Source: an optimization exercise on an open RTL-to-GDS flow (aim: small area, a short achievable clock period and few clock cycles per item). Production flows keep margins and buffers that such runs may drop.
The RTL was checked by simulation tests, not by an equivalence proof against the original design.
No activity file was given, so power comes from the tool's default toggle rates.

==> wip/sierra: inputs <==
## pj_decoder
module pj_decoder (
    input  wire         clk,
    input  wire         rst,
    input  wire         in_valid,
    output wire         in_ready,
    input  wire [15:0]  rq,
    input  wire [5:0]   flen,
    input  wire [103:0] frame,
    output reg          out_valid,
    input  wire         out_ready,
    output reg  [4:0]   res,
    output reg          rnv_some,
    output reg          rnv_val,
    output reg  [191:0] rval
);
export LEC_CHECK = 0
export CAP_MARGIN = 20
export CORE_MARGIN = 2
export CORE_UTILIZATION = 65
export CTS_BUF_LIST = sky130_fd_sc_hd__clkbuf_4 sky130_fd_sc_hd__clkbuf_8
export SLEW_MARGIN = 20
create_clock -name core_clock -period 16.0 [get_ports {clk}]
standard.sh (not shown) runs the stock make flow with config.mk's settings and CLKGATE_MAP_FILE= SYNTH_SCRIPT=/design/flow/synth_recipe.tcl, a recipe that flattens the netlist after the stock synthesis.
==> flow/flow/run.sh <==
#!/bin/bash
# The standard layout (standard.sh, unchanged synthesis and steps), with one
# change: the buffers that buffer_ports puts on the ports are
# sky130_fd_sc_hd__buf_2 cells on the inputs and sky130_fd_sc_hd__buf_1 cells
# on the outputs (flow/pre_gpl.tcl) instead of the cell it picks by default,
# and the resizer's timing repair aims at a setup slack of 9.4 ns (the
# constraints, clock period included, are the standard ones).
# make's full output goes to standard.log in this folder; each tool's own
# log is under orfs/logs/.
set -euo pipefail
export BUFFER_PORTS_ARGS="-inputs -buffer_cell sky130_fd_sc_hd__buf_2"
export PRE_GLOBAL_PLACE_TCL="$PWD/flow/pre_gpl.tcl"
export SETUP_SLACK_MARGIN=9.4
bash standard.sh > standard.log 2>&1
==> flow/flow/pre_gpl.tcl <==
# Runs just before global placement's own buffer_ports (which run.sh limits
# to the inputs): buffer every output port with a sky130_fd_sc_hd__buf_1.
buffer_ports -outputs -buffer_cell sky130_fd_sc_hd__buf_1
==> wip/raven (differences from wip/sierra) <==
==> flow/flow/run.sh (replaced) <==
#!/bin/bash
# The standard layout (standard.sh, unchanged synthesis and steps), with one
# change: the buffers that buffer_ports puts on every input and output port
# are sky130_fd_sc_hd__buf_2 cells instead of the cell it picks by default.
# make's full output goes to standard.log in this folder; each tool's own
# log is under orfs/logs/.
set -euo pipefail
export BUFFER_PORTS_ARGS="-buffer_cell sky130_fd_sc_hd__buf_2"
bash standard.sh > standard.log 2>&1
CORE_UTILIZATION = 40   (was 65)
CTS_BUF_LIST = unset   (was sky130_fd_sc_hd__clkbuf_4 sky130_fd_sc_hd__clkbuf_8)
removed: flow/flow/pre_gpl.tcl
==> wip/pepper (differences from wip/sierra) <==
==> flow/flow/run.sh (replaced) <==
#!/bin/bash
# The standard layout (standard.sh, unchanged synthesis and steps), with one
# change: the buffers that buffer_ports puts on every input and output port
# are sky130_fd_sc_hd__buf_2 cells instead of the cell it picks by default.
# make's full output goes to standard.log in this folder; each tool's own
# log is under orfs/logs/.
set -euo pipefail
export BUFFER_PORTS_ARGS="-buffer_cell sky130_fd_sc_hd__buf_2"
bash standard.sh > standard.log 2>&1
removed: flow/flow/pre_gpl.tcl
==> comparison table <==
quantity                                                              wip/sierra                wip/raven               wip/pepper
Endpoint arrival time on the critical path                               3.46 ns                  7.29 ns                  7.22 ns
Die boundary height                                                       151 um                   191 um                   151 um
Met1 wire length                                                        16300 um                 19900 um                 16400 um
Initial standard-cell utilization of the core                              0.664                    0.406                    0.664
Required time at the worst-slack endpoint                               12.80 ns                 16.28 ns                 16.27 ns
Leading cell type in the layout, fill and taps excluded  sky130_fd_sc_hd__nor2_1   sky130_fd_sc_hd__buf_2   sky130_fd_sc_hd__buf_2
Result of the run                                        complete, no violations  complete, no violations  complete, no violations
Switching power                                                         0.389 mW                 0.406 mW                 0.397 mW
Sequential portion of the cell area                                        0.275                    0.261                    0.267
Finished Core Util                                                         0.716                    0.461                    0.738
Core Region                                                          21100 sq um              34500 sq um              21100 sq um
Number of instances in the placed design                                    1788                     2108                     1927
Via count of the first global-routing pass                                 11700                    11900                    12200
Testbench counts of wip/sierra, summed over its fixed seeds: cycles 8,008, items 8,000.
Testbench counts of wip/raven, summed over its fixed seeds: cycles 8,008, items 8,000.
Testbench counts of wip/pepper, summed over its fixed seeds: cycles 8,008, items 8,000.

## port drivers added, routing unchanged
How much do the figures lean on ideal ports? The routed layouts below were timed once more, with nothing changed but the port constraints.
Step 1: set_driving_cell puts a clkbuf_16 on clk and a buf_2 on each other input, an assumption about the parent block.
Step 2 also shifts input and output timing later by t, the mid clock arrival at the registers, as if the neighbouring blocks saw the same clock.
Three values: ideal ports, drivers, drivers and shift; two values: the first two.
| run | t (ns) | setup slack, ns | worst register clock-pin slew, ns |
|---|---|---|---|
| wip/sierra | 0.512 | 9.336 / 9.303 / 8.883 | 0.10 / 0.10 |
| wip/raven | 0.499 | 8.986 / 9.015 / 8.516 | 0.08 / 0.08 |
| wip/pepper | 0.517 | 9.051 / 9.066 / 8.549 | 0.11 / 0.11 |
After both steps every run listed still meets setup and hold. For wip/pepper, which loses most, drivers alone change the setup slack by +0.015 ns; drivers and shift together by -0.502 ns.
